This is an optimization exercise on Yosys and OpenROAD, whose aim is small area, a short achievable clock period and few clock cycles, not a production implementation.
No functional check of the RTL was part of any run shown here.

**design/flow/run.sh**
```bash
#!/bin/bash
# synth_recipe.tcl (not shown) runs the flow's synth.tcl, then flattens the netlist and writes it again
# the make line also repeats each setting of config.mk as NAME=value (left out here)
make -C /OpenROAD-flow-scripts/flow DESIGN_CONFIG=/design/flow/config.mk WORK_HOME=/design/flow/orfs CLKGATE_MAP_FILE= SYNTH_SCRIPT=/design/flow/synth_recipe.tcl finish
```
**design/flow/config.mk**
```make
export PLATFORM = sky130hd
export DESIGN_NAME = pxe_core
export DESIGN_NICKNAME = pxe_core
export VERILOG_FILES = /design/flow/design.v
export SDC_FILE = /design/flow/constraint.sdc
export NUM_CORES = 4
export LEC_CHECK = 0
export CAP_MARGIN = 20
export CORE_MARGIN = 2
export CORE_UTILIZATION = 65
export SETUP_SLACK_MARGIN = 4.0
export SLEW_MARGIN = 20
```
**design/flow/constraint.sdc**
```tcl
create_clock -name core_clock -period 9.0 [get_ports {clk}]
set_input_delay 1.8000 -clock core_clock [delete_from_list [all_inputs] [get_ports {clk}]]
set_output_delay 1.8000 -clock core_clock [all_outputs]
set_load 0.01 [all_outputs]
```
**design/flow/design.v**
```verilog
module pxe_core (
    input  wire        clk,
    input  wire        rst,
    input  wire        cmd_valid,
    output wire        cmd_ready,
    input  wire [4:0]  cmd_op,
    input  wire [31:0] cmd_key,
    input  wire [15:0] cmd_height,
    input  wire [15:0] cmd_width,
    input  wire        in_valid,
    output wire        in_ready,
    input  wire [23:0] in_data,
    output wire        out_valid,
    input  wire        out_ready,
    output wire [23:0] out_data,
    output wire        mem_ren_a,
    output wire [9:0]  mem_raddr_a,
    input  wire [31:0] mem_rdata_a,
    output wire        mem_ren_b,
    output wire [9:0]  mem_raddr_b,
    input  wire [31:0] mem_rdata_b,
    output wire        mem_we,
    output wire [9:0]  mem_waddr,
    output wire [31:0] mem_wdata
);
    localparam [1:0] S_IDLE   = 2'd0,
                     S_RESEED = 2'd1,
                     S_DRAW   = 2'd2,
                     S_MATH   = 2'd3;
    localparam [1:0] P_J1  = 2'd0,    
                     P_J2  = 2'd1,    
                     P_SMP = 2'd2;    
    reg [1:0]  state;
    reg        shuf;        
    reg        dec;
    reg [31:0] x;           
    reg [9:0]  cnt;         
    reg        msb;         
    reg        d_valid;     
    reg        w_valid;     
    reg [15:0] wid, col, row;    
    reg [1:0]  phase;
    reg [1:0]  j1;
    reg [1:0]  cp0, cp1, cp2;
    reg [1:0]  bsel;        
    reg [23:0] out_reg;
    reg        out_v;
    wire [31:0] x_mix = x ^ {30'd0, x[31:30]};
    wire [31:0] x_inv = ~x_mix;
    wire cs_s1 = 1'b1 ^ cnt[0] ^ x_mix[0];
    wire cs_c2 = (1'b1 & cnt[0]) | (1'b1 & x_mix[0]) | (cnt[0] & x_mix[0]);
    wire cs_s3 = cnt[1] ^ x_mix[1];
    wire cs_c4 = cnt[1] & x_mix[1];
    wire cs_s5 = cnt[2] ^ x_mix[2] ^ x_mix[0];
    wire cs_c6 = (cnt[2] & x_mix[2]) | (cnt[2] & x_mix[0]) | (x_mix[2] & x_mix[0]);
    wire cs_s7 = cnt[3] ^ x_mix[3] ^ x_mix[1];
    wire cs_c8 = (cnt[3] & x_mix[3]) | (cnt[3] & x_mix[1]) | (x_mix[3] & x_mix[1]);
    wire cs_s9 = cnt[4] ^ x_mix[4] ^ x_mix[2];
    wire cs_c10 = (cnt[4] & x_mix[4]) | (cnt[4] & x_mix[2]) | (x_mix[4] & x_mix[2]);
    wire cs_s11 = 1'b1 ^ cnt[5] ^ x_mix[5];
    wire cs_c12 = (1'b1 & cnt[5]) | (1'b1 & x_mix[5]) | (cnt[5] & x_mix[5]);
    wire cs_s13 = x_mix[3] ^ x_inv[0];
    wire cs_c14 = x_mix[3] & x_inv[0];
    wire cs_s15 = cnt[6] ^ x_mix[6] ^ x_mix[4];
    wire cs_c16 = (cnt[6] & x_mix[6]) | (cnt[6] & x_mix[4]) | (x_mix[6] & x_mix[4]);
    wire cs_s17 = 1'b1 ^ cnt[7] ^ x_mix[7];
    wire cs_c18 = (1'b1 & cnt[7]) | (1'b1 & x_mix[7]) | (cnt[7] & x_mix[7]);
    wire cs_s19 = x_mix[5] ^ x_inv[2] ^ x_inv[0];
    wire cs_c20 = (x_mix[5] & x_inv[2]) | (x_mix[5] & x_inv[0]) | (x_inv[2] & x_inv[0]);
    wire cs_s21 = cnt[8] ^ x_mix[8] ^ x_mix[6];
    wire cs_c22 = (cnt[8] & x_mix[8]) | (cnt[8] & x_mix[6]) | (x_mix[8] & x_mix[6]);
    wire cs_s23 = x_inv[3] ^ x_inv[1];
    wire cs_c24 = x_inv[3] & x_inv[1];
    wire cs_s25 = cnt[9] ^ x_mix[9] ^ x_mix[7];
    wire cs_c26 = (cnt[9] & x_mix[9]) | (cnt[9] & x_mix[7]) | (x_mix[9] & x_mix[7]);
    wire cs_s27 = x_mix[0] ^ x_inv[4] ^ x_inv[2];
    wire cs_c28 = (x_mix[0] & x_inv[4]) | (x_mix[0] & x_inv[2]) | (x_inv[4] & x_inv[2]);
    wire cs_s29 = x_mix[10] ^ x_mix[8] ^ x_mix[1];
    wire cs_c30 = (x_mix[10] & x_mix[8]) | (x_mix[10] & x_mix[1]) | (x_mix[8] & x_mix[1]);
    wire cs_s31 = x_inv[5] ^ x_inv[3];
    wire cs_c32 = x_inv[5] & x_inv[3];
    wire cs_s33 = x_mix[11] ^ x_mix[9] ^ x_mix[2];
    wire cs_c34 = (x_mix[11] & x_mix[9]) | (x_mix[11] & x_mix[2]) | (x_mix[9] & x_mix[2]);
    wire cs_s35 = x_mix[0] ^ x_inv[6] ^ x_inv[4];
    wire cs_c36 = (x_mix[0] & x_inv[6]) | (x_mix[0] & x_inv[4]) | (x_inv[6] & x_inv[4]);
    wire cs_s37 = x_mix[12] ^ x_mix[10] ^ x_mix[3];
    wire cs_c38 = (x_mix[12] & x_mix[10]) | (x_mix[12] & x_mix[3]) | (x_mix[10] & x_mix[3]);
    wire cs_s39 = x_mix[1] ^ x_inv[7] ^ x_inv[5];
    wire cs_c40 = (x_mix[1] & x_inv[7]) | (x_mix[1] & x_inv[5]) | (x_inv[7] & x_inv[5]);
    wire cs_s41 = x_mix[13] ^ x_mix[11] ^ x_mix[4];
    wire cs_c42 = (x_mix[13] & x_mix[11]) | (x_mix[13] & x_mix[4]) | (x_mix[11] & x_mix[4]);
    wire cs_s43 = x_mix[2] ^ x_inv[8] ^ x_inv[6];
    wire cs_c44 = (x_mix[2] & x_inv[8]) | (x_mix[2] & x_inv[6]) | (x_inv[8] & x_inv[6]);
    wire cs_s45 = x_mix[14] ^ x_mix[12] ^ x_mix[5];
    wire cs_c46 = (x_mix[14] & x_mix[12]) | (x_mix[14] & x_mix[5]) | (x_mix[12] & x_mix[5]);
    wire cs_s47 = x_mix[3] ^ x_inv[9] ^ x_inv[7];
    wire cs_c48 = (x_mix[3] & x_inv[9]) | (x_mix[3] & x_inv[7]) | (x_inv[9] & x_inv[7]);
    wire cs_s49 = 1'b1 ^ x_mix[15] ^ x_mix[13];
    wire cs_c50 = (1'b1 & x_mix[15]) | (1'b1 & x_mix[13]) | (x_mix[15] & x_mix[13]);
    wire cs_s51 = x_mix[6] ^ x_mix[4] ^ x_inv[10];
    wire cs_c52 = (x_mix[6] & x_mix[4]) | (x_mix[6] & x_inv[10]) | (x_mix[4] & x_inv[10]);
    wire cs_s53 = x_inv[8] ^ x_inv[0];
    wire cs_c54 = x_inv[8] & x_inv[0];
    wire cs_s55 = x_mix[16] ^ x_mix[14] ^ x_mix[7];
    wire cs_c56 = (x_mix[16] & x_mix[14]) | (x_mix[16] & x_mix[7]) | (x_mix[14] & x_mix[7]);
    wire cs_s57 = x_mix[5] ^ x_inv[11] ^ x_inv[9];
    wire cs_c58 = (x_mix[5] & x_inv[11]) | (x_mix[5] & x_inv[9]) | (x_inv[11] & x_inv[9]);
    wire cs_s59 = x_mix[17] ^ x_mix[15] ^ x_mix[8];
    wire cs_c60 = (x_mix[17] & x_mix[15]) | (x_mix[17] & x_mix[8]) | (x_mix[15] & x_mix[8]);
    wire cs_s61 = x_mix[6] ^ x_inv[12] ^ x_inv[10];
    wire cs_c62 = (x_mix[6] & x_inv[12]) | (x_mix[6] & x_inv[10]) | (x_inv[12] & x_inv[10]);
    wire cs_s63 = x_mix[18] ^ x_mix[16] ^ x_mix[9];
    wire cs_c64 = (x_mix[18] & x_mix[16]) | (x_mix[18] & x_mix[9]) | (x_mix[16] & x_mix[9]);
    wire cs_s65 = x_mix[7] ^ x_inv[13] ^ x_inv[11];
    wire cs_c66 = (x_mix[7] & x_inv[13]) | (x_mix[7] & x_inv[11]) | (x_inv[13] & x_inv[11]);
    wire cs_s67 = x_mix[19] ^ x_mix[17] ^ x_mix[10];
    wire cs_c68 = (x_mix[19] & x_mix[17]) | (x_mix[19] & x_mix[10]) | (x_mix[17] & x_mix[10]);
    wire cs_s69 = x_mix[8] ^ x_mix[0] ^ x_inv[14];
    wire cs_c70 = (x_mix[8] & x_mix[0]) | (x_mix[8] & x_inv[14]) | (x_mix[0] & x_inv[14]);
    wire cs_s71 = x_inv[12] ^ x_inv[4];
    wire cs_c72 = x_inv[12] & x_inv[4];
    wire cs_s73 = x_mix[20] ^ x_mix[18] ^ x_mix[11];
    wire cs_c74 = (x_mix[20] & x_mix[18]) | (x_mix[20] & x_mix[11]) | (x_mix[18] & x_mix[11]);
    wire cs_s75 = x_mix[9] ^ x_mix[1] ^ x_inv[15];
    wire cs_c76 = (x_mix[9] & x_mix[1]) | (x_mix[9] & x_inv[15]) | (x_mix[1] & x_inv[15]);
    wire cs_s77 = x_inv[13] ^ x_inv[5];
    wire cs_c78 = x_inv[13] & x_inv[5];
    wire cs_s79 = x_mix[21] ^ x_mix[19] ^ x_mix[12];
    wire cs_c80 = (x_mix[21] & x_mix[19]) | (x_mix[21] & x_mix[12]) | (x_mix[19] & x_mix[12]);
    wire cs_s81 = x_mix[10] ^ x_mix[2] ^ x_inv[16];
    wire cs_c82 = (x_mix[10] & x_mix[2]) | (x_mix[10] & x_inv[16]) | (x_mix[2] & x_inv[16]);
    wire cs_s83 = x_inv[14] ^ x_inv[6];
    wire cs_c84 = x_inv[14] & x_inv[6];
    wire cs_s85 = x_mix[22] ^ x_mix[20] ^ x_mix[13];
    wire cs_c86 = (x_mix[22] & x_mix[20]) | (x_mix[22] & x_mix[13]) | (x_mix[20] & x_mix[13]);
    wire cs_s87 = x_mix[11] ^ x_mix[3] ^ x_inv[17];
    wire cs_c88 = (x_mix[11] & x_mix[3]) | (x_mix[11] & x_inv[17]) | (x_mix[3] & x_inv[17]);
    wire cs_s89 = x_inv[15] ^ x_inv[7];
    wire cs_c90 = x_inv[15] & x_inv[7];
    wire cs_s91 = x_mix[23] ^ x_mix[21] ^ x_mix[14];
    wire cs_c92 = (x_mix[23] & x_mix[21]) | (x_mix[23] & x_mix[14]) | (x_mix[21] & x_mix[14]);
    wire cs_s93 = x_mix[12] ^ x_mix[4] ^ x_inv[18];
    wire cs_c94 = (x_mix[12] & x_mix[4]) | (x_mix[12] & x_inv[18]) | (x_mix[4] & x_inv[18]);
    wire cs_s95 = x_inv[16] ^ x_inv[8];
    wire cs_c96 = x_inv[16] & x_inv[8];
    wire cs_s97 = x_mix[24] ^ x_mix[22] ^ x_mix[15];
    wire cs_c98 = (x_mix[24] & x_mix[22]) | (x_mix[24] & x_mix[15]) | (x_mix[22] & x_mix[15]);
    wire cs_s99 = x_mix[13] ^ x_mix[5] ^ x_inv[19];
    wire cs_c100 = (x_mix[13] & x_mix[5]) | (x_mix[13] & x_inv[19]) | (x_mix[5] & x_inv[19]);
    wire cs_s101 = x_inv[17] ^ x_inv[9];
    wire cs_c102 = x_inv[17] & x_inv[9];
    wire cs_s103 = x_mix[25] ^ x_mix[23] ^ x_mix[16];
    wire cs_c104 = (x_mix[25] & x_mix[23]) | (x_mix[25] & x_mix[16]) | (x_mix[23] & x_mix[16]);
    wire cs_s105 = x_mix[14] ^ x_mix[6] ^ x_inv[20];
    wire cs_c106 = (x_mix[14] & x_mix[6]) | (x_mix[14] & x_inv[20]) | (x_mix[6] & x_inv[20]);
    wire cs_s107 = x_inv[18] ^ x_inv[10];
    wire cs_c108 = x_inv[18] & x_inv[10];
    wire cs_s109 = 1'b1 ^ x_mix[26] ^ x_mix[24];
    wire cs_c110 = (1'b1 & x_mix[26]) | (1'b1 & x_mix[24]) | (x_mix[26] & x_mix[24]);
    wire cs_s111 = x_mix[17] ^ x_mix[15] ^ x_mix[7];
    wire cs_c112 = (x_mix[17] & x_mix[15]) | (x_mix[17] & x_mix[7]) | (x_mix[15] & x_mix[7]);
    wire cs_s113 = x_inv[21] ^ x_inv[19] ^ x_inv[11];
    wire cs_c114 = (x_inv[21] & x_inv[19]) | (x_inv[21] & x_inv[11]) | (x_inv[19] & x_inv[11]);
    wire cs_s115 = x_mix[27] ^ x_mix[25] ^ x_mix[18];
    wire cs_c116 = (x_mix[27] & x_mix[25]) | (x_mix[27] & x_mix[18]) | (x_mix[25] & x_mix[18]);
    wire cs_s117 = x_mix[16] ^ x_mix[8] ^ x_inv[22];
    wire cs_c118 = (x_mix[16] & x_mix[8]) | (x_mix[16] & x_inv[22]) | (x_mix[8] & x_inv[22]);
    wire cs_s119 = x_inv[20] ^ x_inv[12] ^ x_inv[1];
    wire cs_c120 = (x_inv[20] & x_inv[12]) | (x_inv[20] & x_inv[1]) | (x_inv[12] & x_inv[1]);
    wire cs_s121 = 1'b1 ^ x_mix[28] ^ x_mix[26];
    wire cs_c122 = (1'b1 & x_mix[28]) | (1'b1 & x_mix[26]) | (x_mix[28] & x_mix[26]);
    wire cs_s123 = x_mix[19] ^ x_mix[17] ^ x_mix[9];
    wire cs_c124 = (x_mix[19] & x_mix[17]) | (x_mix[19] & x_mix[9]) | (x_mix[17] & x_mix[9]);
    wire cs_s125 = x_inv[23] ^ x_inv[21] ^ x_inv[13];
    wire cs_c126 = (x_inv[23] & x_inv[21]) | (x_inv[23] & x_inv[13]) | (x_inv[21] & x_inv[13]);
    wire cs_s127 = x_inv[2] ^ x_inv[0];
    wire cs_c128 = x_inv[2] & x_inv[0];
    wire cs_s129 = x_mix[29] ^ x_mix[27] ^ x_mix[20];
    wire cs_c130 = (x_mix[29] & x_mix[27]) | (x_mix[29] & x_mix[20]) | (x_mix[27] & x_mix[20]);
    wire cs_s131 = x_mix[18] ^ x_mix[10] ^ x_inv[24];
    wire cs_c132 = (x_mix[18] & x_mix[10]) | (x_mix[18] & x_inv[24]) | (x_mix[10] & x_inv[24]);
    wire cs_s133 = x_inv[22] ^ x_inv[14] ^ x_inv[3];
    wire cs_c134 = (x_inv[22] & x_inv[14]) | (x_inv[22] & x_inv[3]) | (x_inv[14] & x_inv[3]);
    wire cs_s135 = x_mix[30] ^ x_mix[28] ^ x_mix[21];
    wire cs_c136 = (x_mix[30] & x_mix[28]) | (x_mix[30] & x_mix[21]) | (x_mix[28] & x_mix[21]);
    wire cs_s137 = x_mix[19] ^ x_mix[11] ^ x_inv[25];
    wire cs_c138 = (x_mix[19] & x_mix[11]) | (x_mix[19] & x_inv[25]) | (x_mix[11] & x_inv[25]);
    wire cs_s139 = x_inv[23] ^ x_inv[15] ^ x_inv[4];
    wire cs_c140 = (x_inv[23] & x_inv[15]) | (x_inv[23] & x_inv[4]) | (x_inv[15] & x_inv[4]);
    wire cs_s141 = x_mix[31] ^ x_mix[29] ^ x_mix[22];
    wire cs_s143 = x_mix[20] ^ x_mix[12] ^ x_mix[0];
    wire cs_s145 = x_inv[26] ^ x_inv[24] ^ x_inv[16];
    wire cs_s147 = x_inv[5] ^ x_inv[3];
    wire cs_s149 = cs_c10 ^ cs_s13 ^ cs_s11;
    wire cs_c150 = (cs_c10 & cs_s13) | (cs_c10 & cs_s11) | (cs_s13 & cs_s11);
    wire cs_s151 = x_inv[1] ^ cs_c14 ^ cs_c12;
    wire cs_c152 = (x_inv[1] & cs_c14) | (x_inv[1] & cs_c12) | (cs_c14 & cs_c12);
    wire cs_s153 = cs_c16 ^ cs_s17 ^ cs_s19;
    wire cs_c154 = (cs_c16 & cs_s17) | (cs_c16 & cs_s19) | (cs_s17 & cs_s19);
    wire cs_s155 = cs_c18 ^ cs_s23 ^ cs_c20;
    wire cs_c156 = (cs_c18 & cs_s23) | (cs_c18 & cs_c20) | (cs_s23 & cs_c20);
    wire cs_s157 = cs_c24 ^ cs_c22 ^ cs_s25;
    wire cs_c158 = (cs_c24 & cs_c22) | (cs_c24 & cs_s25) | (cs_c22 & cs_s25);
    wire cs_s159 = cs_c26 ^ cs_s31 ^ cs_c28;
    wire cs_c160 = (cs_c26 & cs_s31) | (cs_c26 & cs_c28) | (cs_s31 & cs_c28);
    wire cs_s161 = cs_c32 ^ cs_c30 ^ cs_s33;
    wire cs_c162 = (cs_c32 & cs_c30) | (cs_c32 & cs_s33) | (cs_c30 & cs_s33);
    wire cs_s163 = cs_c34 ^ cs_c36 ^ cs_s37;
    wire cs_c164 = (cs_c34 & cs_c36) | (cs_c34 & cs_s37) | (cs_c36 & cs_s37);
    wire cs_s165 = cs_c38 ^ cs_c40 ^ cs_s41;
    wire cs_c166 = (cs_c38 & cs_c40) | (cs_c38 & cs_s41) | (cs_c40 & cs_s41);
    wire cs_s167 = cs_c42 ^ cs_c44 ^ cs_s45;
    wire cs_c168 = (cs_c42 & cs_c44) | (cs_c42 & cs_s45) | (cs_c44 & cs_s45);
    wire cs_s169 = cs_c46 ^ cs_s53 ^ cs_c48;
    wire cs_c170 = (cs_c46 & cs_s53) | (cs_c46 & cs_c48) | (cs_s53 & cs_c48);
    wire cs_s171 = cs_s49 ^ cs_s51;
    wire cs_c172 = cs_s49 & cs_s51;
    wire cs_s173 = x_inv[1] ^ cs_c54 ^ cs_c50;
    wire cs_c174 = (x_inv[1] & cs_c54) | (x_inv[1] & cs_c50) | (cs_c54 & cs_c50);
    wire cs_s175 = cs_c52 ^ cs_s55 ^ cs_s57;
    wire cs_c176 = (cs_c52 & cs_s55) | (cs_c52 & cs_s57) | (cs_s55 & cs_s57);
    wire cs_s177 = x_inv[2] ^ cs_c56 ^ cs_c58;
    wire cs_c178 = (x_inv[2] & cs_c56) | (x_inv[2] & cs_c58) | (cs_c56 & cs_c58);
    wire cs_s179 = cs_s59 ^ cs_s61;
    wire cs_c180 = cs_s59 & cs_s61;
    wire cs_s181 = x_inv[3] ^ cs_c60 ^ cs_c62;
    wire cs_c182 = (x_inv[3] & cs_c60) | (x_inv[3] & cs_c62) | (cs_c60 & cs_c62);
    wire cs_s183 = cs_s63 ^ cs_s65;
    wire cs_c184 = cs_s63 & cs_s65;
    wire cs_s185 = cs_c64 ^ cs_s71 ^ cs_c66;
    wire cs_c186 = (cs_c64 & cs_s71) | (cs_c64 & cs_c66) | (cs_s71 & cs_c66);
    wire cs_s187 = cs_s67 ^ cs_s69;
    wire cs_c188 = cs_s67 & cs_s69;
    wire cs_s189 = cs_c72 ^ cs_c68 ^ cs_s77;
    wire cs_c190 = (cs_c72 & cs_c68) | (cs_c72 & cs_s77) | (cs_c68 & cs_s77);
    wire cs_s191 = cs_c70 ^ cs_s73 ^ cs_s75;
    wire cs_c192 = (cs_c70 & cs_s73) | (cs_c70 & cs_s75) | (cs_s73 & cs_s75);
    wire cs_s193 = cs_c78 ^ cs_c74 ^ cs_s83;
    wire cs_c194 = (cs_c78 & cs_c74) | (cs_c78 & cs_s83) | (cs_c74 & cs_s83);
    wire cs_s195 = cs_c76 ^ cs_s79 ^ cs_s81;
    wire cs_c196 = (cs_c76 & cs_s79) | (cs_c76 & cs_s81) | (cs_s79 & cs_s81);
    wire cs_s197 = cs_c84 ^ cs_c80 ^ cs_s89;
    wire cs_c198 = (cs_c84 & cs_c80) | (cs_c84 & cs_s89) | (cs_c80 & cs_s89);
    wire cs_s199 = cs_c82 ^ cs_s85 ^ cs_s87;
    wire cs_c200 = (cs_c82 & cs_s85) | (cs_c82 & cs_s87) | (cs_s85 & cs_s87);
    wire cs_s201 = cs_c90 ^ cs_c86 ^ cs_s95;
    wire cs_c202 = (cs_c90 & cs_c86) | (cs_c90 & cs_s95) | (cs_c86 & cs_s95);
    wire cs_s203 = cs_c88 ^ cs_s91 ^ cs_s93;
    wire cs_c204 = (cs_c88 & cs_s91) | (cs_c88 & cs_s93) | (cs_s91 & cs_s93);
    wire cs_s205 = cs_c96 ^ cs_c92 ^ cs_s101;
    wire cs_c206 = (cs_c96 & cs_c92) | (cs_c96 & cs_s101) | (cs_c92 & cs_s101);
    wire cs_s207 = cs_c94 ^ cs_s97 ^ cs_s99;
    wire cs_c208 = (cs_c94 & cs_s97) | (cs_c94 & cs_s99) | (cs_s97 & cs_s99);
    wire cs_s209 = cs_c102 ^ cs_c98 ^ cs_s107;
    wire cs_c210 = (cs_c102 & cs_c98) | (cs_c102 & cs_s107) | (cs_c98 & cs_s107);
    wire cs_s211 = cs_c100 ^ cs_s103 ^ cs_s105;
    wire cs_c212 = (cs_c100 & cs_s103) | (cs_c100 & cs_s105) | (cs_s103 & cs_s105);
    wire cs_s213 = x_inv[0] ^ cs_c108 ^ cs_c104;
    wire cs_c214 = (x_inv[0] & cs_c108) | (x_inv[0] & cs_c104) | (cs_c108 & cs_c104);
    wire cs_s215 = cs_c106 ^ cs_s109 ^ cs_s111;
    wire cs_c216 = (cs_c106 & cs_s109) | (cs_c106 & cs_s111) | (cs_s109 & cs_s111);
    wire cs_s217 = cs_c110 ^ cs_c112 ^ cs_c114;
    wire cs_c218 = (cs_c110 & cs_c112) | (cs_c110 & cs_c114) | (cs_c112 & cs_c114);
    wire cs_s219 = cs_s115 ^ cs_s117 ^ cs_s119;
    wire cs_c220 = (cs_s115 & cs_s117) | (cs_s115 & cs_s119) | (cs_s117 & cs_s119);
    wire cs_s221 = cs_c116 ^ cs_s127 ^ cs_c118;
    wire cs_c222 = (cs_c116 & cs_s127) | (cs_c116 & cs_c118) | (cs_s127 & cs_c118);
    wire cs_s223 = cs_c120 ^ cs_s121 ^ cs_s123;
    wire cs_c224 = (cs_c120 & cs_s121) | (cs_c120 & cs_s123) | (cs_s121 & cs_s123);
    wire cs_s225 = x_inv[1] ^ cs_c128 ^ cs_c122;
    wire cs_c226 = (x_inv[1] & cs_c128) | (x_inv[1] & cs_c122) | (cs_c128 & cs_c122);
    wire cs_s227 = cs_c124 ^ cs_c126 ^ cs_s129;
    wire cs_c228 = (cs_c124 & cs_c126) | (cs_c124 & cs_s129) | (cs_c126 & cs_s129);
    wire cs_s229 = cs_s131 ^ cs_s133;
    wire cs_c230 = cs_s131 & cs_s133;
    wire cs_s231 = x_inv[2] ^ cs_c130 ^ cs_c132;
    wire cs_c232 = (x_inv[2] & cs_c130) | (x_inv[2] & cs_c132) | (cs_c130 & cs_c132);
    wire cs_s233 = cs_c134 ^ cs_s135 ^ cs_s137;
    wire cs_c234 = (cs_c134 & cs_s135) | (cs_c134 & cs_s137) | (cs_s135 & cs_s137);
    wire cs_s235 = cs_c136 ^ cs_s147 ^ cs_c138;
    wire cs_s237 = cs_c140 ^ cs_s141 ^ cs_s143;
    wire cs_s239 = cs_s15 ^ cs_s151 ^ cs_c150;
    wire cs_c240 = (cs_s15 & cs_s151) | (cs_s15 & cs_c150) | (cs_s151 & cs_c150);
    wire cs_s241 = cs_c152 ^ cs_s153;
    wire cs_c242 = cs_c152 & cs_s153;
    wire cs_s243 = cs_s21 ^ cs_c154 ^ cs_s155;
    wire cs_c244 = (cs_s21 & cs_c154) | (cs_s21 & cs_s155) | (cs_c154 & cs_s155);
    wire cs_s245 = cs_s27 ^ cs_c156 ^ cs_s157;
    wire cs_c246 = (cs_s27 & cs_c156) | (cs_s27 & cs_s157) | (cs_c156 & cs_s157);
    wire cs_s247 = cs_s29 ^ cs_c158 ^ cs_s159;
    wire cs_c248 = (cs_s29 & cs_c158) | (cs_s29 & cs_s159) | (cs_c158 & cs_s159);
    wire cs_s249 = cs_s35 ^ cs_c160 ^ cs_s161;
    wire cs_c250 = (cs_s35 & cs_c160) | (cs_s35 & cs_s161) | (cs_c160 & cs_s161);
    wire cs_s251 = cs_s39 ^ cs_c162 ^ cs_s163;
    wire cs_c252 = (cs_s39 & cs_c162) | (cs_s39 & cs_s163) | (cs_c162 & cs_s163);
    wire cs_s253 = cs_s43 ^ cs_c164 ^ cs_s165;
    wire cs_c254 = (cs_s43 & cs_c164) | (cs_s43 & cs_s165) | (cs_c164 & cs_s165);
    wire cs_s255 = cs_s47 ^ cs_c166 ^ cs_s167;
    wire cs_c256 = (cs_s47 & cs_c166) | (cs_s47 & cs_s167) | (cs_c166 & cs_s167);
    wire cs_s257 = cs_s171 ^ cs_c168 ^ cs_s169;
    wire cs_c258 = (cs_s171 & cs_c168) | (cs_s171 & cs_s169) | (cs_c168 & cs_s169);
    wire cs_s259 = cs_c172 ^ cs_s173 ^ cs_c170;
    wire cs_c260 = (cs_c172 & cs_s173) | (cs_c172 & cs_c170) | (cs_s173 & cs_c170);
    wire cs_s261 = cs_c174 ^ cs_s179 ^ cs_c176;
    wire cs_c262 = (cs_c174 & cs_s179) | (cs_c174 & cs_c176) | (cs_s179 & cs_c176);
    wire cs_s263 = cs_c180 ^ cs_s183 ^ cs_c178;
    wire cs_c264 = (cs_c180 & cs_s183) | (cs_c180 & cs_c178) | (cs_s183 & cs_c178);
    wire cs_s265 = cs_c184 ^ cs_s187 ^ cs_c182;
    wire cs_c266 = (cs_c184 & cs_s187) | (cs_c184 & cs_c182) | (cs_s187 & cs_c182);
    wire cs_s267 = cs_c188 ^ cs_s189 ^ cs_c186;
    wire cs_c268 = (cs_c188 & cs_s189) | (cs_c188 & cs_c186) | (cs_s189 & cs_c186);
    wire cs_s269 = cs_c190 ^ cs_s193 ^ cs_c192;
    wire cs_c270 = (cs_c190 & cs_s193) | (cs_c190 & cs_c192) | (cs_s193 & cs_c192);
    wire cs_s271 = cs_c194 ^ cs_s197 ^ cs_c196;
    wire cs_c272 = (cs_c194 & cs_s197) | (cs_c194 & cs_c196) | (cs_s197 & cs_c196);
    wire cs_s273 = cs_c198 ^ cs_s201 ^ cs_c200;
    wire cs_c274 = (cs_c198 & cs_s201) | (cs_c198 & cs_c200) | (cs_s201 & cs_c200);
    wire cs_s275 = cs_c202 ^ cs_s205 ^ cs_c204;
    wire cs_c276 = (cs_c202 & cs_s205) | (cs_c202 & cs_c204) | (cs_s205 & cs_c204);
    wire cs_s277 = cs_c206 ^ cs_s209 ^ cs_c208;
    wire cs_c278 = (cs_c206 & cs_s209) | (cs_c206 & cs_c208) | (cs_s209 & cs_c208);
    wire cs_s279 = cs_s113 ^ cs_c210 ^ cs_s213;
    wire cs_c280 = (cs_s113 & cs_c210) | (cs_s113 & cs_s213) | (cs_c210 & cs_s213);
    wire cs_s281 = cs_c212 ^ cs_s215;
    wire cs_c282 = cs_c212 & cs_s215;
    wire cs_s283 = cs_c214 ^ cs_c216 ^ cs_s217;
    wire cs_c284 = (cs_c214 & cs_c216) | (cs_c214 & cs_s217) | (cs_c216 & cs_s217);
    wire cs_s285 = cs_s125 ^ cs_c218 ^ cs_c220;
    wire cs_c286 = (cs_s125 & cs_c218) | (cs_s125 & cs_c220) | (cs_c218 & cs_c220);
    wire cs_s287 = cs_s221 ^ cs_s223;
    wire cs_c288 = cs_s221 & cs_s223;
    wire cs_s289 = cs_s225 ^ cs_s229 ^ cs_c222;
    wire cs_c290 = (cs_s225 & cs_s229) | (cs_s225 & cs_c222) | (cs_s229 & cs_c222);
    wire cs_s291 = cs_c224 ^ cs_s227;
    wire cs_c292 = cs_c224 & cs_s227;
    wire cs_s293 = cs_s139 ^ cs_c226 ^ cs_c230;
    wire cs_c294 = (cs_s139 & cs_c226) | (cs_s139 & cs_c230) | (cs_c226 & cs_c230);
    wire cs_s295 = cs_c228 ^ cs_s231 ^ cs_s233;
    wire cs_c296 = (cs_c228 & cs_s231) | (cs_c228 & cs_s233) | (cs_s231 & cs_s233);
    wire cs_s297 = cs_s145 ^ cs_c232 ^ cs_c234;
    wire cs_s299 = cs_s235 ^ cs_s237;
    wire cs_s301 = cs_s175 ^ cs_c258 ^ cs_s259;
    wire cs_c302 = (cs_s175 & cs_c258) | (cs_s175 & cs_s259) | (cs_c258 & cs_s259);
    wire cs_s303 = cs_s177 ^ cs_c260 ^ cs_s261;
    wire cs_c304 = (cs_s177 & cs_c260) | (cs_s177 & cs_s261) | (cs_c260 & cs_s261);
    wire cs_s305 = cs_s181 ^ cs_c262 ^ cs_s263;
    wire cs_c306 = (cs_s181 & cs_c262) | (cs_s181 & cs_s263) | (cs_c262 & cs_s263);
    wire cs_s307 = cs_s185 ^ cs_c264 ^ cs_s265;
    wire cs_c308 = (cs_s185 & cs_c264) | (cs_s185 & cs_s265) | (cs_c264 & cs_s265);
    wire cs_s309 = cs_s191 ^ cs_c266 ^ cs_s267;
    wire cs_c310 = (cs_s191 & cs_c266) | (cs_s191 & cs_s267) | (cs_c266 & cs_s267);
    wire cs_s311 = cs_s195 ^ cs_c268 ^ cs_s269;
    wire cs_c312 = (cs_s195 & cs_c268) | (cs_s195 & cs_s269) | (cs_c268 & cs_s269);
    wire cs_s313 = cs_s199 ^ cs_c270 ^ cs_s271;
    wire cs_c314 = (cs_s199 & cs_c270) | (cs_s199 & cs_s271) | (cs_c270 & cs_s271);
    wire cs_s315 = cs_s203 ^ cs_c272 ^ cs_s273;
    wire cs_c316 = (cs_s203 & cs_c272) | (cs_s203 & cs_s273) | (cs_c272 & cs_s273);
    wire cs_s317 = cs_s207 ^ cs_c274 ^ cs_s275;
    wire cs_c318 = (cs_s207 & cs_c274) | (cs_s207 & cs_s275) | (cs_c274 & cs_s275);
    wire cs_s319 = cs_s211 ^ cs_c276 ^ cs_s277;
    wire cs_c320 = (cs_s211 & cs_c276) | (cs_s211 & cs_s277) | (cs_c276 & cs_s277);
    wire cs_s321 = cs_s281 ^ cs_s279 ^ cs_c278;
    wire cs_c322 = (cs_s281 & cs_s279) | (cs_s281 & cs_c278) | (cs_s279 & cs_c278);
    wire cs_s323 = cs_s219 ^ cs_c282 ^ cs_c280;
    wire cs_c324 = (cs_s219 & cs_c282) | (cs_s219 & cs_c280) | (cs_c282 & cs_c280);
    wire cs_s325 = cs_s287 ^ cs_c284 ^ cs_s285;
    wire cs_c326 = (cs_s287 & cs_c284) | (cs_s287 & cs_s285) | (cs_c284 & cs_s285);
    wire cs_s327 = cs_c288 ^ cs_s291 ^ cs_c286;
    wire cs_c328 = (cs_c288 & cs_s291) | (cs_c288 & cs_c286) | (cs_s291 & cs_c286);
    wire cs_s329 = cs_c292 ^ cs_c290 ^ cs_s293;
    wire cs_c330 = (cs_c292 & cs_c290) | (cs_c292 & cs_s293) | (cs_c290 & cs_s293);
    wire cs_s331 = cs_c294 ^ cs_s299 ^ cs_c296;
    wire cs_s333 = cs_s283 ^ cs_c322 ^ cs_s323;
    wire cs_c334 = (cs_s283 & cs_c322) | (cs_s283 & cs_s323) | (cs_c322 & cs_s323);
    wire cs_s335 = cs_c324 ^ cs_s325;
    wire cs_c336 = cs_c324 & cs_s325;
    wire cs_s337 = cs_s289 ^ cs_c326 ^ cs_s327;
    wire cs_c338 = (cs_s289 & cs_c326) | (cs_s289 & cs_s327) | (cs_c326 & cs_s327);
    wire cs_s339 = cs_s295 ^ cs_c328 ^ cs_s329;
    wire cs_c340 = (cs_s295 & cs_c328) | (cs_s295 & cs_s329) | (cs_c328 & cs_s329);
    wire cs_s341 = cs_s297 ^ cs_c330 ^ cs_s331;
    wire [31:0] ms_a = {cs_c340, cs_c338, cs_c336, cs_c334, cs_s333, cs_c320, cs_c318, cs_c316, cs_c314, cs_c312, cs_c310, cs_c308, cs_c306, cs_c304, cs_c302, cs_s301, cs_c256, cs_c254, cs_c252, cs_c250, cs_c248, cs_c246, cs_c244, cs_c242, cs_c240, cs_s239, cs_s149, cs_c8, cs_c6, cs_c4, cs_s3, cs_s1};
    wire [31:0] ms_b = {cs_s341, cs_s339, cs_s337, cs_s335, 1'b0, cs_s321, cs_s319, cs_s317, cs_s315, cs_s313, cs_s311, cs_s309, cs_s307, cs_s305, cs_s303, 1'b0, cs_s257, cs_s255, cs_s253, cs_s251, cs_s249, cs_s247, cs_s245, cs_s243, cs_s241, 1'b0, 1'b0, cs_s9, cs_s7, cs_s5, cs_c2, 1'b0};
    wire [31:0] x_next = ms_a + ms_b;
    wire [10:0] ra_s = {1'b0, cnt} + {9'd0, d_valid} + 11'd2;
    wire [10:0] rb_s = {1'b0, cnt} + {9'd0, d_valid} + 11'd398;
    wire [9:0]  ra   = (ra_s >= 11'd624) ? ra_s[9:0] - 10'd624 : ra_s[9:0];
    wire [9:0]  rb   = (rb_s >= 11'd624) ? rb_s[9:0] - 10'd624 : rb_s[9:0];
    wire [31:0] tw = mem_rdata_b ^ {1'b0, msb, mem_rdata_a[30:1]}
                     ^ (mem_rdata_a[0] ? 32'h9908B0DF : 32'h0);
    function [31:0] temper;
        input [31:0] v;
        reg [31:0] t;
        begin
            t = v ^ (v >> 11);
            t = t ^ ((t << 7)  & 32'h9D2C5680);
            t = t ^ ((t << 15) & 32'hEFC60000);
            t = t ^ (t >> 18);
            temper = t;
        end
    endfunction
    wire [31:0] word = temper(x);
    wire [7:0]  w8   = word[7:0];
    function [7:0] sel_byte;
        input [23:0] p;
        input [1:0]  k;
        begin
            case (k)
                2'd0:    sel_byte = p[7:0];
                2'd1:    sel_byte = p[15:8];
                default: sel_byte = p[23:16];
            endcase
        end
    endfunction
    wire [1:0] cp_b  = (bsel == 2'd0) ? cp0 : (bsel == 2'd1) ? cp1 : cp2;
    wire [1:0] src   = (shuf && !dec) ? cp_b : bsel;    
    wire [1:0] dst   = (shuf && dec)  ? cp_b : bsel;    
    wire [7:0] s_in  = sel_byte(in_data, src);
    wire        acc_nz = (w8[6:0] <= 7'd99);
    wire [7:0]  s_inv   = s_in ^ {8{dec}};
    wire [9:0]  sum     = {2'b00, s_inv} + {3'b000, w8[6:0]} - 10'd50;
    wire [7:0]  clipped = (sum[9] ? 8'd0 : (sum[8] ? 8'd255 : sum[7:0])) ^ {8{dec}};
    wire [7:0]  res     = shuf ? clipped : (s_in ^ w8);
    wire [7:0]  k8  = x[7:0];
    wire [7:0]  mka = dec ? ~k8 : 8'd0;
    wire [7:0]  mkc = dec ? 8'hFF : k8;
    wire [7:0]  m_r0 = ((in_data[7:0]   ^ mka) + k8) ^ mkc;
    wire [7:0]  m_r1 = ((in_data[15:8]  ^ mka) + k8) ^ mkc;
    wire [7:0]  m_r2 = ((in_data[23:16] ^ mka) + k8) ^ mkc;
    wire out_free = !out_v || out_ready;
    wire in_draw  = (state == S_DRAW);
    wire smp_word = !shuf || (phase == P_SMP && acc_nz);
    wire consume  = w_valid && (!smp_word || (in_valid && out_free));
    wire put      = w_valid && smp_word && in_valid && out_free;    
    wire advance  = d_valid && (!w_valid || consume);
    wire pix_done = (put && bsel == 2'd2) ||
                    ((state == S_MATH) && in_valid && out_free);
    wire last_col = (col == 16'd1);
    wire last_pix = last_col && (row == 16'd1);
    wire [15:0] cr_dec = (last_col ? row : col) - 16'd1;
    wire issue    = ((state == S_RESEED) && (cnt == 10'd623)) ||
                    (in_draw && !(pix_done && last_pix) && (!d_valid || advance));
    assign cmd_ready = (state == S_IDLE);
    assign in_ready  = (in_draw && w_valid && smp_word && bsel == 2'd2 && out_free) ||
                       ((state == S_MATH) && out_free);
    assign out_valid = out_v;
    assign out_data  = out_reg;
    assign mem_ren_a   = issue;
    assign mem_raddr_a = ra;
    assign mem_ren_b   = issue;
    assign mem_raddr_b = rb;
    assign mem_we      = (state == S_RESEED) || (in_draw && w_valid);
    assign mem_waddr   = cnt;
    assign mem_wdata   = x;
    always @(posedge clk) begin
        if (rst) begin
            state   <= S_IDLE;
            d_valid <= 1'b0;
            w_valid <= 1'b0;
            out_v   <= 1'b0;
        end else begin
            if (out_ready)
                out_v <= 1'b0;
            if (pix_done)
                out_v <= 1'b1;
            case (state)
                S_IDLE: begin
                    if (cmd_valid) begin
                        shuf  <= cmd_op[2];
                        dec   <= cmd_op[4];
                        x     <= cmd_key;
                        cnt   <= 10'd0;
                        phase <= P_J1;
                        bsel  <= 2'd0;
                        wid   <= cmd_width;
                        col   <= cmd_width;
                        row   <= cmd_height;
                        if (cmd_height == 16'd0 || cmd_width == 16'd0)
                            state <= S_IDLE;
                        else if (cmd_op[1])
                            state <= S_MATH;
                        else
                            state <= S_RESEED;
                    end
                end
                S_RESEED: begin
                    x   <= x_next;
                    if (cnt == 10'd0)
                        msb <= x[31];
                    if (cnt == 10'd623) begin
                        d_valid <= 1'b1;
                        state   <= S_DRAW;
                    end else begin
                        cnt <= cnt + 10'd1;
                    end
                end
                S_DRAW: begin
                    if (advance) begin
                        msb <= mem_rdata_a[31];
                        x   <= tw;
                        cnt <= (cnt == 10'd623) ? 10'd0 : cnt + 10'd1;
                    end
                    d_valid <= issue || (d_valid && !advance);
                    w_valid <= advance || (w_valid && !consume);
                    if (consume && shuf) begin
                        case (phase)
                            P_J1: begin
                                if (w8[1:0] != 2'd3) begin
                                    j1    <= w8[1:0];
                                    phase <= P_J2;
                                end
                            end
                            P_J2: begin
                                case ({j1, w8[0]})
                                    3'b000: begin cp0 <= 2'd1; cp1 <= 2'd2; cp2 <= 2'd0; end
                                    3'b001: begin cp0 <= 2'd2; cp1 <= 2'd1; cp2 <= 2'd0; end
                                    3'b010: begin cp0 <= 2'd2; cp1 <= 2'd0; cp2 <= 2'd1; end
                                    3'b011: begin cp0 <= 2'd0; cp1 <= 2'd2; cp2 <= 2'd1; end
                                    3'b100: begin cp0 <= 2'd1; cp1 <= 2'd0; cp2 <= 2'd2; end
                                    default: begin cp0 <= 2'd0; cp1 <= 2'd1; cp2 <= 2'd2; end
                                endcase
                                phase <= P_SMP;
                            end
                            default: ;
                        endcase
                    end
                    if (put) begin
                        case (dst)
                            2'd0:    out_reg[7:0]   <= res;
                            2'd1:    out_reg[15:8]  <= res;
                            default: out_reg[23:16] <= res;
                        endcase
                        bsel <= (bsel == 2'd2) ? 2'd0 : bsel + 2'd1;
                    end
                end
                S_MATH: begin
                    if (pix_done)
                        out_reg <= {m_r2, m_r1, m_r0};
                end
                default: state <= S_IDLE;
            endcase
            if (pix_done) begin
                if (last_pix) begin
                    state   <= S_IDLE;
                    d_valid <= 1'b0;
                    w_valid <= 1'b0;
                end else if (last_col) begin
                    col <= wid;
                    row <= cr_dec;
                end else begin
                    col <= cr_dec;
                end
            end
        end
    end
endmodule
```
==> results_dict.tcl, run 1 <==
set metrics [dict create \
    timing.reg2reg.setup_slack_ps 3600 \
    die_w_um 162.5 \
    tritoncts.num_buffers 17 \
    worst_r2r_startpoint "x[8]$_DFFE_PP_" \
    synth_simple_gate_area_share_pct 12.68 \
    dp.final_hpwl_um 36950 \
    worstHoldPathCells 2 \
    postSynth.asyncResetShare_pct 0 \
    yosys.area_share.xor_xnor_pct 11.95 \
    synth.mux.area_fraction_pct 3.034 \
    hold-worst-slack_ps 545.3 \
    gp_congestion 0.9430 \
    firstDrtPassIters 12 \
    num-nets-final 2540 \
    detailroute.via_count 17113 \
    clock_latency_ps 440 \
    post-route-drc-count 0 \
    grt_pass1_wl_um 85360 \
    worst_setup_hold_path_clk_slew_ps 70 \
    largest_register_ff_count 32 \
    worst_r2r_path_depth 21 \
    achievable-frequency_mhz 176.3 \
    status "no timing/DRC/antenna violations" \
    placement.io_buffers 251 \
    min-delay-start "out_v$_SDFFE_PP0P_" \
    slew_violations 0 \
    synth_edf_count 129 \
    rsz_0062_raised_after_global_routing "true" \
    min_period_over_period_pct 63.01 \
    clkSinkCount 134 \
    yosysSeqAreaShare_pct 24.33 \
    start_util_pct 65.61 \
    area_of_the_mapped_netlist_mm2 0.01633 \
    drtIter0Drc 2387 \
    wirelength_um 66100 \
    setup.worst_path.end_class "output pin" \
    post-synth-top-area-cell "edfxtp_1" \
    worst_min_delay_path_class "flip-flop to flip-flop" \
    setup-tns-final_ps 0 \
    ys_dominant_reg_cell "edfxtp_1" \
    area_fraction_in_compound_gates_after_synthesis_pct 16.23 \
    synthesis.area_per_instance_um2 9.185 \
    chipHeight_um 162.5 \
    postSynthNetCount 2168 \
    cp_data_arrival_time_ps 3870 \
    dominant_combinational_cell_family_by_area_after_synthesis "adder cells" \
    h-tree-depth 4 \
    max_cap_violations 0 \
    hold_path_end "out_v$_SDFFE_PP0P_" \
    number_of_antenna_violations_at_the_first_check_in_global_routing 2 \
    finalHoldViolCount 0 \
    first_global_vias 15875 \
    rr_endpoint "x[30]$_DFFE_PP_" \
    grt_start_max_net_pins 68 \
    postSynthCellCount 1778 \
    floorplan.rows 58 \
    die_area_mm2 0.02641 \
    boundaryPins 254 \
    ys_ff_latch 134 \
    synth_adder_area_share_pct 23.63 \
    tritoncts "done" \
    areaGrowthSynthToFinish_pct 34.09 \
    finalClockSkew_ps 15.34 \
    timing.final.setup_violations 0 \
    synth_warnings 1 \
    drive_gt1_share_pct 19.51 \
    cts_buffer_depth 2 \
    max-slew-margin-rel_pct 32.54 \
    grt_residual_overflow 0 \
    routed_via_density 6.862 \
    ys_top_cells_by_area "edfxtp_1 24%, fa_1 16%, xnor2_1 7.8%" \
    worst_setup_path_start_kind "flip-flop" \
    netlist.area_leader.share_pct 23.72 \
    actual_transition_at_the_worst_max_transition_pin_ps 1012 \
    setup.worst_path.class "flip-flop to output pin" \
    time_the_worst_path_needs_with_i_o_delays_and_setup_ps 5671 \
    ant_nets 0 \
    cts.root.buffer_cell "clkbuf_16" \
    grt_use_total_pct 42.11 \
    wl_per_cell_um 26.50 \
    worstPathMaxFanout 6 \
    placeableCoreArea_mm2 0.02489 \
    yosys.cell_types.count 89 \
    critPathRequiredTime_ps 7200 \
]
placed cells by master, fill, tap and decap left out, types with 30 or more instances in the layout:
cell type / count
a21oi_1: 137
buf_4: 159
clkdlybuf4s50_1: 217
edfxtp_1: 129
fa_1: 130
ha_1: 72
inv_1: 243
mux2i_1: 30
nand2_1: 85
nor2_1: 109
o21ai_0: 50
xnor2_1: 132
xor2_1: 54
critical path: stages (launching register included):
cell	delay [ps]
edfxtp_1	430
ha_4	200
buf_6	120
nand2_2	120
nor3_1	600
or2_2	350
xor2_2	250
ha_2	260
inv_2	70
nor4b_4	350
o21ai_4	110
nand2_2	130
buf_6	100
xor2_1	170
buf_2	160
through the flow:
stage	instances	setup slack, ps	utilization [%]	instance area (um^2)
2_1_floorplan	1778	4020	-	16380
3_3_place_gp	2305	2709	76.83	19120
3_5_place_dp	2305	2594	76.83	19120
4_1_cts	2440	3836	84.83	21120
5_1_grt	2493	3407	87.96	21890
6_report	2494	3329	87.97	21900
cells by family (layout without fill, tap and decap cells):
group | Yosys count | after routing
and+or+nand+nor | 407 | 407
muxes | 47 | 47
other | 0 | 1
adders and majority gates | 228 | 228
AOI/OAI and AO/OA | 411 | 411
DFF | 134 | 134
xor gates and xnor gates | 212 | 212
buffers and inverters | 339 | 724
area by class of cell:
type | instances | area, um^2
clock buffer | 18 | 429.2
timing repair buffer | 426 | 3852
clock inverter | 14 | 186.4
fill | 1143 | 2994
antenna | 1 | 2.502
multi-input combinational | 1305 | 11970
sequential | 134 | 3978
tap | 330 | 412.9
inverter | 266 | 1066
layer usage:
layer / GRT usage [%] / vias up / share of wire [%]
met2: 70.19 / 1675 / 45
met1: 51.74 / 8000 / 32
met3: 8.607 / 588 / 14
met5: 0 / - / 0.017
met4: 22.61 / 2 / 9.2
li1: - / 6848 / -
cells in the mapped netlist (4+ instances only):
cell and n:
buf_4 8, inv_1 263, xnor2_1 145, or2_2 11, a31oi_1 8, nor3b_1 11
nand2b_1 13, buf_2 4, mux2i_1 32, nor2_1 112, a22oi_1 23, nor4b_1 8
dfxtp_1 5, or3_1 8, nor3_1 24, a2111oi_0 5, o22ai_1 7, o221ai_1 13
o21ai_0 62, o21bai_1 7, o21a_1 9, nand4_1 8, a21o_1 15, xnor3_1 5
a21oi_1 153, xor2_1 60, a21boi_0 15, nor2b_1 23, mux2_2 12, o211ai_1 11
nand3b_1 4, ha_1 94, fa_1 134, o31ai_1 7, edfxtp_1 129, nand3_1 24
nand2_1 91, a211oi_1 27, nor4_1 19, clkbuf_1 57, and2_1 15, a2bb2oi_1 5
and3_1 20
worst max path at each step:
| stage | startpoint | end | slack [ps] | cells past startpoint |
|---|---|---|---|---|
| floorplan | x[1]$_DFFE_PP_ | x[30]$_DFFE_PP_ | 4020 | 19 |
| global placement | in_data[1] | out_reg[19]$_DFFE_PP_ | 2710 | 18 |
| detailed placement | in_data[1] | out_reg[19]$_DFFE_PP_ | 2590 | 18 |
| CTS | cnt[0]$_DFFE_PP_ | mem_raddr_a[6] | 3840 | 14 |
| global route | cnt[0]$_DFFE_PP_ | mem_raddr_a[4] | 3410 | 14 |
| finish | cnt[0]$_DFFE_PP_ | mem_raddr_a[4] | 3330 | 14 |
what timing repair did:
action / 4_1_cts / 5_1_grt
endpoints found under the hold margin: 0 / 0
hold buffers: 0 / 0
setup buffers: 102 / 53
setup endpoints to repair: 64 / 51
gates cloned: 1 / 0
pin swaps: 56 / 57
resized for setup: 194 / 121
==> run 2, diff against run 1 <==
--- a/design/flow/design.v
+++ b/design/flow/design.v
@@ -24,12 +24,14 @@
     output wire [31:0] mem_wdata
 );
-    localparam [1:0] S_IDLE   = 2'd0,
-                     S_RESEED = 2'd1,
-                     S_DRAW   = 2'd2,
-                     S_MATH   = 2'd3;
+    localparam [2:0] S_IDLE   = 3'd0,
+                     S_RESEED = 3'd1,    
+                     S_DRAIN  = 3'd2,    
+                     S_DRAW   = 3'd3,
+                     S_MATH   = 3'd4;
     localparam [1:0] P_J1  = 2'd0,    
                      P_J2  = 2'd1,    
                      P_SMP = 2'd2;    
-    reg [1:0]  state;
+    localparam [9:0] N_PV = 10'd226;   
+    reg [2:0]  state;
     reg        shuf;        
     reg        dec;
@@ -37,10 +39,12 @@
     reg [9:0]  cnt;         
     reg        msb;         
+    reg        msb0;        
+    reg        replay;      
     reg        d_valid;     
     reg        w_valid;     
+    reg [7:0]  w8;          
     reg [15:0] wid, col, row;    
     reg [1:0]  phase;
-    reg [1:0]  j1;
-    reg [1:0]  cp0, cp1, cp2;
+    reg [1:0]  cp0, cp1, cp2;    
     reg [1:0]  bsel;        
     reg [23:0] out_reg;
@@ -383,6 +387,7 @@
     wire [31:0] ms_b = {cs_s341, cs_s339, cs_s337, cs_s335, 1'b0, cs_s321, cs_s319, cs_s317, cs_s315, cs_s313, cs_s311, cs_s309, cs_s307, cs_s305, cs_s303, 1'b0, cs_s257, cs_s255, cs_s253, cs_s251, cs_s249, cs_s247, cs_s245, cs_s243, cs_s241, 1'b0, 1'b0, cs_s9, cs_s7, cs_s5, cs_c2, 1'b0};
     wire [31:0] x_next = ms_a + ms_b;
-    wire [10:0] ra_s = {1'b0, cnt} + {9'd0, d_valid} + 11'd2;
-    wire [10:0] rb_s = {1'b0, cnt} + {9'd0, d_valid} + 11'd398;
+    wire        pv_win = (state == S_RESEED);
+    wire [10:0] ra_s = {1'b0, cnt} + (pv_win ? 11'd227 : {10'd0, d_valid} + 11'd2);
+    wire [10:0] rb_s = {1'b0, cnt} + (pv_win ? 11'd623 : {10'd0, d_valid} + 11'd398);
     wire [9:0]  ra   = (ra_s >= 11'd624) ? ra_s[9:0] - 10'd624 : ra_s[9:0];
     wire [9:0]  rb   = (rb_s >= 11'd624) ? rb_s[9:0] - 10'd624 : rb_s[9:0];
@@ -400,6 +405,5 @@
         end
     endfunction
-    wire [31:0] word = temper(x);
-    wire [7:0]  w8   = word[7:0];
+    wire [31:0] word = temper(tw);
     function [7:0] sel_byte;
         input [23:0] p;
@@ -417,5 +421,5 @@
     wire [1:0] dst   = (shuf && dec)  ? cp_b : bsel;    
     wire [7:0] s_in  = sel_byte(in_data, src);
-    wire        acc_nz = (w8[6:0] <= 7'd99);
+    wire        acc_nz  = (w8[6:0] <= 7'd99);
     wire [7:0]  s_inv   = s_in ^ {8{dec}};
     wire [9:0]  sum     = {2'b00, s_inv} + {3'b000, w8[6:0]} - 10'd50;
@@ -430,18 +434,21 @@
     wire out_free = !out_v || out_ready;
     wire in_draw  = (state == S_DRAW);
-    wire smp_word = !shuf || (phase == P_SMP && acc_nz);
+    wire in_math  = (state == S_MATH);
+    wire silent   = replay && (cnt < N_PV);       
+    wire smp_word = !silent && (!shuf || (phase == P_SMP && acc_nz));
     wire consume  = w_valid && (!smp_word || (in_valid && out_free));
     wire put      = w_valid && smp_word && in_valid && out_free;    
     wire advance  = d_valid && (!w_valid || consume);
-    wire pix_done = (put && bsel == 2'd2) ||
-                    ((state == S_MATH) && in_valid && out_free);
+    wire room     = !d_valid || advance;
     wire last_col = (col == 16'd1);
     wire last_pix = last_col && (row == 16'd1);
+    wire pix_done = (put && bsel == 2'd2) || (in_math && in_valid && out_free);
+    wire pv_step  = pv_win && (cnt >= 10'd398);   
+    wire issue    = !(pix_done && last_pix) && (pv_step || in_draw) && room;
+    wire step     = pv_win && (!pv_step || issue);    
     wire [15:0] cr_dec = (last_col ? row : col) - 16'd1;
-    wire issue    = ((state == S_RESEED) && (cnt == 10'd623)) ||
-                    (in_draw && !(pix_done && last_pix) && (!d_valid || advance));
     assign cmd_ready = (state == S_IDLE);
-    assign in_ready  = (in_draw && w_valid && smp_word && bsel == 2'd2 && out_free) ||
-                       ((state == S_MATH) && out_free);
+    assign in_ready  = (w_valid && smp_word && bsel == 2'd2 && out_free) ||
+                       (in_math && out_free);
     assign out_valid = out_v;
     assign out_data  = out_reg;
@@ -450,5 +457,5 @@
     assign mem_ren_b   = issue;
     assign mem_raddr_b = rb;
-    assign mem_we      = (state == S_RESEED) || (in_draw && w_valid);
+    assign mem_we      = pv_win || (in_draw && w_valid);
     assign mem_waddr   = cnt;
     assign mem_wdata   = x;
@@ -464,16 +471,54 @@
             if (pix_done)
                 out_v <= 1'b1;
+            if (advance) begin
+                msb <= mem_rdata_a[31];
+                w8  <= word[7:0];
+            end
+            d_valid <= issue || (d_valid && !advance);
+            w_valid <= advance || (w_valid && !consume);
+            if (consume && !silent && shuf) begin
+                case (phase)
+                    P_J1: begin
+                        if (w8[1:0] != 2'd3) begin
+                            cp0   <= w8[1:0];    
+                            phase <= P_J2;
+                        end
+                    end
+                    P_J2: begin
+                        case ({cp0, w8[0]})
+                            3'b000: begin cp0 <= 2'd1; cp1 <= 2'd2; cp2 <= 2'd0; end
+                            3'b001: begin cp0 <= 2'd2; cp1 <= 2'd1; cp2 <= 2'd0; end
+                            3'b010: begin cp0 <= 2'd2; cp1 <= 2'd0; cp2 <= 2'd1; end
+                            3'b011: begin cp0 <= 2'd0; cp1 <= 2'd2; cp2 <= 2'd1; end
+                            3'b100: begin cp0 <= 2'd1; cp1 <= 2'd0; cp2 <= 2'd2; end
+                            default: begin cp0 <= 2'd0; cp1 <= 2'd1; cp2 <= 2'd2; end
+                        endcase
+                        phase <= P_SMP;
+                    end
+                    default: ;
+                endcase
+            end
+            if (put) begin
+                case (dst)
+                    2'd0:    out_reg[7:0]   <= res;
+                    2'd1:    out_reg[15:8]  <= res;
+                    default: out_reg[23:16] <= res;
+                endcase
+                bsel <= (bsel == 2'd2) ? 2'd0 : bsel + 2'd1;
+            end
             case (state)
                 S_IDLE: begin
                     if (cmd_valid) begin
-                        shuf  <= cmd_op[2];
-                        dec   <= cmd_op[4];
-                        x     <= cmd_key;
-                        cnt   <= 10'd0;
-                        phase <= P_J1;
-                        bsel  <= 2'd0;
-                        wid   <= cmd_width;
-                        col   <= cmd_width;
-                        row   <= cmd_height;
+                        shuf   <= cmd_op[2];
+                        dec    <= cmd_op[4];
+                        x      <= cmd_key;
+                        msb0   <= cmd_key[31];
+                        cnt    <= 10'd0;
+                        replay <= 1'b0;
+                        phase  <= P_J1;
+                        bsel   <= 2'd0;
+                        wid    <= cmd_width;
+                        col    <= cmd_width;
+                        row    <= cmd_height;
                         if (cmd_height == 16'd0 || cmd_width == 16'd0)
                             state <= S_IDLE;
@@ -485,51 +530,27 @@
                 end
                 S_RESEED: begin
-                    x   <= x_next;
                     if (cnt == 10'd0)
                         msb <= x[31];
-                    if (cnt == 10'd623) begin
-                        d_valid <= 1'b1;
-                        state   <= S_DRAW;
-                    end else begin
-                        cnt <= cnt + 10'd1;
+                    if (step) begin
+                        x <= x_next;
+                        if (cnt == 10'd623)
+                            state <= S_DRAIN;    
+                        else
+                            cnt <= cnt + 10'd1;
+                    end
+                end
+                S_DRAIN: begin
+                    if (!d_valid && !w_valid) begin
+                        msb    <= msb0;
+                        replay <= 1'b1;
+                        state  <= S_DRAW;
                     end
                 end
                 S_DRAW: begin
                     if (advance) begin
-                        msb <= mem_rdata_a[31];
                         x   <= tw;
                         cnt <= (cnt == 10'd623) ? 10'd0 : cnt + 10'd1;
-                    end
-                    d_valid <= issue || (d_valid && !advance);
-                    w_valid <= advance || (w_valid && !consume);
-                    if (consume && shuf) begin
-                        case (phase)
-                            P_J1: begin
-                                if (w8[1:0] != 2'd3) begin
-                                    j1    <= w8[1:0];
-                                    phase <= P_J2;
-                                end
-                            end
-                            P_J2: begin
-                                case ({j1, w8[0]})
-                                    3'b000: begin cp0 <= 2'd1; cp1 <= 2'd2; cp2 <= 2'd0; end
-                                    3'b001: begin cp0 <= 2'd2; cp1 <= 2'd1; cp2 <= 2'd0; end
-                                    3'b010: begin cp0 <= 2'd2; cp1 <= 2'd0; cp2 <= 2'd1; end
-                                    3'b011: begin cp0 <= 2'd0; cp1 <= 2'd2; cp2 <= 2'd1; end
-                                    3'b100: begin cp0 <= 2'd1; cp1 <= 2'd0; cp2 <= 2'd2; end
-                                    default: begin cp0 <= 2'd0; cp1 <= 2'd1; cp2 <= 2'd2; end
-                                endcase
-                                phase <= P_SMP;
-                            end
-                            default: ;
-                        endcase
-                    end
-                    if (put) begin
-                        case (dst)
-                            2'd0:    out_reg[7:0]   <= res;
-                            2'd1:    out_reg[15:8]  <= res;
-                            default: out_reg[23:16] <= res;
-                        endcase
-                        bsel <= (bsel == 2'd2) ? 2'd0 : bsel + 2'd1;
+                        if (cnt == N_PV - 10'd1)
+                            replay <= 1'b0;
                     end
                 end
--- a/design/flow/config.mk
+++ b/design/flow/config.mk
@@ -8,5 +8,5 @@
 export CAP_MARGIN = 20
 export CORE_MARGIN = 2
-export CORE_UTILIZATION = 65
+export CORE_UTILIZATION = 40
 export SETUP_SLACK_MARGIN = 4.0
 export SLEW_MARGIN = 20
==> run 2 against run 1 <==
First-iteration DRC count shrank 50%. Count of clock-buffer cells in the layout shrank 1. Critical path depth rose by 4. Global-route usage shrank 15 points. Setup slack better by 410 ps. Fmax is 7.9% higher. Synthesized area increased by 2.4%. Cell count increased by 11%. Synthesized cell count rose by 6.1%. Non-clock buffer count shrank 29. Cell area is 1.2% higher. Critical path type unchanged.
==> results_dict.tcl, run 2 <==
set metrics [dict create \
    dp.final_hpwl_um 43750 \
    place_ws_ps 2456 \
    synthesis.area_per_instance_um2 8.866 \
    fin_cells 2770 \
    most_common_library_cell_in_the_layout_ignoring_fill_and_taps "inv_1" \
    ys_dominant_reg_cell "edfxtp_1" \
    finalHoldViolCount 0 \
    floorplan.rows 74 \
    worstPathMaxFanout 4 \
    ant_nets 0 \
    gp_congestion 0.9850 \
    place_area_mm2 0.01979 \
    worst_setup_path_start_kind "flip-flop" \
    critPathSlowestCell "dfxtp_4" \
    stdcell_area_mm2 0.02216 \
    dp_cells 2606 \
    status "no timing/DRC/antenna violations" \
    tritoncts.num_buffers 17 \
    routed_via_density 5.610 \
    postSynthNetCount 2273 \
    ys_top_cells_by_area "edfxtp_1 25%, fa_1 16%, xnor2_1 7.1%" \
    rsz_0062_raised_after_global_routing "true" \
    largest_register_ff_count 32 \
    nFillCells 3761 \
    timing.final.ws_setup_ps 3743 \
    ys_ff_latch 143 \
    cts_buffer_depth 2 \
    grt_use_total_pct 26.71 \
    h-tree-depth 4 \
    post-synth-top-count-cell "inv_1" \
    worst_min_delay_path_class "flip-flop to flip-flop" \
    die_area_mm2 0.04348 \
    placeableCoreArea_mm2 0.04102 \
    setup.worst_path.class "flip-flop to output pin" \
    drtIter0Drc 1197 \
    max-slew-margin-rel_pct 29.96 \
    boundaryPins 254 \
    grt_start_max_net_pins 56 \
    actual_transition_at_the_worst_max_transition_pin_ps 1051 \
    groute.layer.met1.usage_pct 34.65 \
    grt_pass1_wl_um 88890 \
    netlist.area_leader.share_pct 24.59 \
    setup.worst_path.end_class "output pin" \
    slew_violations 0 \
    ff_latch_area_mm2 0.004243 \
    cts.root.buffer_cell "clkbuf_16" \
    achievable-frequency_mhz 190.2 \
    clock_latency_ps 470 \
    cp_cell_sequence "nor2b_4 -> buf_6 -> nand2_8 -> nand2b_4 -> ha_4 -> inv_2 -> ha_4 -> nor3b_4 -> o21ba_4 -> o21bai_1 -> a21oi_2 -> buf_4 -> xnor2_4 -> nor4_2 -> o21ai_1 -> buf_4 -> mux2_4 -> buf_6" \
    wl_per_cell_um 21.11 \
    first_global_vias 15361 \
    critPathRequiredTime_ps 7200 \
    start_util_pct 40.79 \
    tritoncts "done" \
    yosysSeqAreaShare_pct 25.31 \
    grt_residual_overflow 0 \
    areaGrowthSynthToFinish_pct 32.43 \
    grt_util_met2_pct 45.46 \
    detailroute.via_count 15540 \
    post-route-drc-count 0 \
    num-nets-final 2610 \
    postSynth.asyncResetShare_pct 0 \
    drive_gt1_share_pct 17.08 \
    most-common-layout-cells "237 x inv_1, 216 x clkdlybuf4s50_1, 147 x nand2_1" \
    clkSinkCount 143 \
    min_period_over_period_pct 58.41 \
    timing.final.setup_violations 0 \
    grtUsageMet3_pct 4.226 \
    die_w_um 208.5 \
    critical_path.n_buffers_inverters 5 \
    setup-tns-final_ps 0 \
    wirelength_um 58480 \
    hold_fix_buffer_count_after_cts 0 \
    commonest_cells_post_synth "255 x inv_1, 156 x nand2_1, 137 x edfxtp_1" \
    multi_input_area_mm2 0.01207 \
    chipHeight_um 208.5 \
    firstDrtPassIters 6 \
    yosys.cell_types.count 85 \
    gr-max-usage-layer "met2" \
    hold-worst-slack_ps 546.3 \
    max_cap_violations 0 \
    finalClockSkew_ps 17.70 \
    number_of_antenna_violations_at_the_first_check_in_global_routing 2 \
    post-synth-top-area-cell "edfxtp_1" \
    worst_setup_hold_path_clk_slew_ps 70 \
    critical_path.max_stage_delay_ps 350 \
    placement.io_buffers 251 \
    area_of_the_mapped_netlist_mm2 0.01673 \
    time_the_worst_path_needs_with_i_o_delays_and_setup_ps 5257 \
    synth_warnings 1 \
    cp_data_arrival_time_ps 3460 \
    synth_edf_count 137 \
    postSynthCellCount 1887 \
    path_delay_family "simple AND/OR/NAND/NOR gates" \
]
[run 2: changes by cell type after synthesis, moves of 12 or more]
cell	previous run	this run
buf_1	1	17
a21oi_1	153	129
a22oi_1	23	10
a31oi_1	8	21
and3_1	20	8
o21ai_0	62	110
nand2_1	91	156
nor2b_1	23	11
nor2_1	112	127
[run 2: worst min-delay path, stage by stage, from the launching register on]
cell      delay (ps)
edfxtp_1         320
a32oi_1           50
o21ai_0           60
[run 2: repair_timing]
item                                    CTS  global route
pin swaps                                42            41
buffers inserted                         89            42
endpoints found under the setup margin   60            51
gates cloned                              0             0
gates resized for setup                 226            95
[run 2: metal layers]
layer  vias up  wire length, um
met5         -                0
met4         0             1792
met3        97             3890
met2       654            28130
met1      7615            24660
li1       7174                -
[run 2: metrics by stage]
stage | util [%]
floorplan | -
global placement | 48.23
detailed placement | 48.24
CTS | 52.86
global route | 54.01
finish | 54.01
[run 2: area by class of cell]
type,count,area share (%)
clock buffers,17,1.920
inverters,257,4.586
flip-flops and latches,143,19.15
diodes,1,0.01129
clock inverters,15,0.8754
well taps,532,3.004
repair buffers,397,15.96
multi-input cells,1408,54.49
[run 2: kinds of logic after synthesis]
kind of cell	after synthesis	synth area share, %
adders and majority gates	224	22.77
and+or+nand+nor	489	14.07
AOI/OAI and AO/OA	456	17.31
xor gates and xnor gates	202	10.66
DFF	143	25.31
muxes	37	2.274
buffers and inverters	336	7.621
[run 2: worst paths after layout]
| path | endpoint | depth (start not counted) | start | slack [ps] |
|---|---|---|---|---|
| setup reg to reg | x[30]$_DFFE_PP_ | 19 | x[12]$_DFFE_PP_ | 4070 |
| hold reg to reg | col[9]$_DFFE_PN_ | 2 | wid[9]$_DFFE_PP_ | 550 |
| setup / recovery | mem_raddr_b[5] | 18 | state[0]$_SDFF_PP0_ | 3740 |
| hold / removal | col[9]$_DFFE_PN_ | 2 | wid[9]$_DFFE_PP_ | 550 |

## separate check: timing with driven ports
The flow's constraints put no driver on any port. The routed layouts listed below were extracted and timed again, unchanged, in two steps. Step 1: set_driving_cell puts a clkbuf_16 on clk and a buf_2 on each other input, an assumption about the parent block. Step 2 moves the port delays by t, midway between the first and last clock arrival at a register: inputs arrive t later, outputs are due t later. That takes back most of the time a late clock gives input paths. a / b / c = ideal / step 1 / step 2; a / b = the first two.
run | t (ns) | setup WS [ns] | worst setup path after step 2
run 1 | 0.479 | 3.329 / 3.280 / 3.494 | input to register
run 2 | 0.516 | 3.743 / 3.692 / 3.676 | input to register
After both steps setup and hold are still met in every run listed. For run 2, which loses most, drivers alone change the setup slack by -0.051 ns; drivers and shift together by -0.067 ns.
